This design comes from an exercise in tuning for small area, a short achievable clock period and few clock cycles per item on the open sky130 flow, not from production work. Power is estimated from default activity; no workload was simulated.

== v6 ==
## fsync_refmgr
module fsync_refmgr (
    input  wire        clk,
    input  wire        rst,
    input  wire        cmd_valid,
    output wire        cmd_ready,
    input  wire [31:0] cmd,
    output reg         done,
    output reg  [7:0]  status_code,
    output reg  [7:0]  last_opc,
    output reg  [31:0] result0,
    output reg  [31:0] result1,
    output reg         direction,
    output reg  [1:0]  p_refs,
    output reg  [1:0]  ref_count,
    output reg  [15:0] ref0,
    output reg  [15:0] ref1,
    output reg  [1:0]  prep_count,
    output reg  [15:0] prep0,
    output reg  [15:0] prep1,
    output reg  [4:0]  ring_count,
    output reg  [31:0] next_display,
    output reg  [5:0]  evq_count
);
    localparam MAX_REFS = 2;
    localparam RING_CAP = 16;
    localparam EVQ_CAP  = 32;
    localparam OP_NOP        = 8'h00;
    localparam OP_RESET      = 8'h01;
    localparam OP_EV_POP     = 8'h02;
    localparam OP_SET_DIR    = 8'h40;
    localparam OP_SET_PREFS  = 8'h41;
    localparam OP_REF_PREP   = 8'h42;
    localparam OP_REF_UPD    = 8'h43;
    localparam OP_POST_DEC   = 8'h44;
    localparam OP_REV_REMOVE = 8'h45;
    localparam ST_OK          = 8'h00;
    localparam ST_SELF_REF    = 8'h04;
    localparam ST_EMPTY       = 8'h05;
    localparam ST_INSUFF_REFS = 8'h14;
    localparam ST_ILLEGAL     = 8'h20;
    localparam ST_RING_FULL   = 8'h23;
    localparam ST_EVQ_FULL    = 8'h24;
    localparam ST_NOT_IN_LIST = 8'h25;
    localparam ST_STATE       = 8'h26;
    reg         ready;
    reg         cmd_v;
    assign cmd_ready = ready;
    reg  [7:0]  opc;
    reg         fld, refb;
    reg  [1:0]  ptype;
    reg  [15:0] frame;
    reg         op_ill, op_reset, op_pop, op_dir, op_prefs;
  ...
Size in the first run: roughly 3300 cells after synthesis, ~1100 flip-flops, about 230 I/O pins, about 47000 um^2 of cells after synthesis.
Settings: LEC_CHECK=0, CAP_MARGIN=20, CORE_MARGIN=2, CORE_UTILIZATION=60, SETUP_SLACK_MARGIN=5, SLEW_MARGIN=20; clock period 8.0 ns.
run.sh (not shown) runs the stock make flow with config.mk's settings and CLKGATE_MAP_FILE= SYNTH_SCRIPT=/design/flow/synth_recipe.tcl, a recipe that flattens the netlist after the stock synthesis.
Modified inputs, v7 compared to v6
diff --git a/flow/design.v b/flow/design.v
--- a/flow/design.v
+++ b/flow/design.v
@@ -205,18 +205,17 @@
             2'd2:    req = 2'd2;
             default: req = 2'd0;
         endcase
     end
     wire evq_empty = (evq_count == 6'd0);
     wire evq_full  = evq_count[5];                               
     wire evq_room2 = (evq_count <= 6'd30);
     wire [6:0] evq_need = {1'b0, evq_count} + {2'b00, ring_count};
-    reg  [6:0] room;
-    wire evq_room_drain = !room[6];
+    wire evq_room_drain = (evq_need <= 7'd31);                   
     wire ring_full = ring_count[4];
     wire hit0 = (ref_count != 2'd0) && (ref0 == frame);
     wire hit1 = ref_count[1] && (ref1 == frame);
     wire upd_rel   = op_upd && ((refb && fld && ref_count == MAX_REFS) || !refb);
     wire upd_ok    = !upd_rel || !evq_full;
     wire post_ok   = !direction ? !evq_full : (refb ? evq_room_drain : !ring_full);
     wire rem_ok    = (hit0 || hit1) && (fld ? evq_room2 : !evq_full);
     assign evq_pop = exec && op_pop && !evq_empty;
@@ -279,17 +278,16 @@
             ref1         <= 16'd0;
             prep_count   <= 2'd0;
             prep0        <= 16'd0;
             prep1        <= 16'd0;
             ring_count   <= 5'd0;
             evq_count    <= 6'd0;
             next_display <= 32'd0;
             pop_disp     <= 32'd0;
-            room         <= 7'd31;
         end else begin
             done  <= exec;
             rel2p <= 1'b0;
             if (!rel2p && xfer != 5'd0)
                 xfer <= xfer - 5'd1;
             if (exec) begin
                 last_opc    <= opc;
                 status_code <= op_ill ? ST_ILLEGAL : ST_OK;
@@ -302,26 +300,24 @@
                     ref1         <= 16'd0;
                     prep_count   <= 2'd0;
                     prep0        <= 16'd0;
                     prep1        <= 16'd0;
                     ring_count   <= 5'd0;
                     evq_count    <= 6'd0;
                     next_display <= 32'd0;
                     pop_disp     <= 32'd0;
-                    room         <= 7'd31;
                 end
                 if (op_pop) begin
                     if (evq_empty) begin
                         status_code <= ST_EMPTY;
                         result0     <= 32'd0;
                         result1     <= 32'd0;
                     end else begin
                         evq_count <= evq_count - 6'd1;
-                        room      <= room + 7'd1;
                         result0   <= {2'b00, evq_head[16], !evq_head[16], 12'd0, evq_head[15:0]};
                         if (evq_head[16]) begin
                             result1  <= pop_disp;
                             pop_disp <= pop_disp + 32'd1;
                         end else begin
                             result1  <= 32'd0;
                         end
                     end
@@ -361,20 +357,18 @@
                         result0     <= 32'd0;
                         status_code <= ST_INSUFF_REFS;
                     end
                 end
                 if (op_upd) begin
                     if (!upd_ok) begin
                         status_code <= ST_EVQ_FULL;
                     end else begin
-                        if (upd_rel) begin
+                        if (upd_rel)
                             evq_count <= evq_count + 6'd1;
-                            room      <= room - 7'd1;
-                        end
                         if (refb && fld) begin
                             if (ref_count == MAX_REFS) begin
                                 ref0 <= ref1;
                                 ref1 <= frame;
                             end else begin
                                 if (ref_count == 2'd0)
                                     ref0 <= frame;
                                 else
@@ -384,18 +378,16 @@
                         end
                         if (refb && fld && ref_count != MAX_REFS)
                             result0 <= {30'd0, ref_count + 2'd1};
                         else
                             result0 <= {30'd0, ref_count};
                     end
                 end
                 if (op_post) begin
-                    if (post_ok)
-                        room <= room - 7'd1;
                     if (!post_ok) begin
                         status_code <= !direction || refb ? ST_EVQ_FULL : ST_RING_FULL;
                     end else if (!direction) begin
                         evq_count    <= evq_count + 6'd1;
                         next_display <= nd_next;
                         result0      <= 32'd1;
                         result1      <= nd_next;
                     end else if (!refb) begin
@@ -413,17 +405,16 @@
                 end
                 if (op_rem) begin
                     if (!(hit0 || hit1)) begin
                         status_code <= ST_NOT_IN_LIST;
                     end else if (!rem_ok) begin
                         status_code <= ST_EVQ_FULL;
                     end else begin
                         evq_count <= evq_count + (fld ? 6'd2 : 6'd1);
-                        room      <= room - (fld ? 7'd2 : 7'd1);
                         rel2p     <= fld;
                         if (hit0)
                             ref0 <= ref1;
                         ref1      <= 16'd0;
                         ref_count <= ref_count - 2'd1;
                         result0   <= {30'd0, ref_count - 2'd1};
                     end
                 end
Per the comparison of v7 with v6, post-CTS setup buffer count shows an increase of 1.7%, number of clock-tree buffers in the layout shows an increase of about 7%. v6 and v7 ended up with roughly the same sequential fraction of total cell area. Final setup slack of the worst path in v7 vs v6: down 100 ps. Share of the synthesized netlist area taken by xor and xnor gates for v7: 0.17 points up relative to v6. v7 -> v6: post-route antenna net violation count delta 0, exact match. Row relative contribution of combinational cells to total power: v7 lower / v6 higher. When the final numbers for v6 and v7 were put side by side, the share of synthesized area occupied by flip-flops and latches turned out to be smaller in v6. The higher fraction of the cycle the final worst path needs of v6 and v7 is in v7. v7 — synthesized area about 1.6% lower, v6 as reference. v7 packs its core more tightly than v6. First-pass GRT wire length (v7 vs. v6) decreases by a little under 10%.
No run of this note included a check of the RTL's function; only the layout flow was run.

## separate check: timing with driven ports
How much do the figures lean on ideal ports? The routed layouts below were timed once more, with nothing changed but the port constraints.
Step 1 (the two cells are an assumption about what drives the block):
set clk [get_ports {clk}]
set_driving_cell -lib_cell sky130_fd_sc_hd__clkbuf_16 $clk
set_driving_cell -lib_cell sky130_fd_sc_hd__buf_2 [delete_from_list [all_inputs] $clk]
Step 2 moves the port delays by t, midway between the first and last clock arrival at a register: inputs arrive t later, outputs are due t later. That takes back most of the time a late clock gives input paths.
a / b / c = ideal ports / drivers / drivers and shift; a / b = the first two.
run	shift t [ns]	slack for setup (ns)	worst setup path after step 2	worst register clock-pin slew, ns	worst slew at a driven data input, ns
v6	0.752	4.986 / 4.914 / 4.357	input to register	0.07 / 0.07	0.06
v7	0.748	4.886 / 4.886 / 4.313	input to register	0.07 / 0.07	0.03
After both steps setup and hold are still met in every run listed. For v6, which loses most, drivers alone change the setup slack by -0.072 ns; drivers and shift together by -0.629 ns.
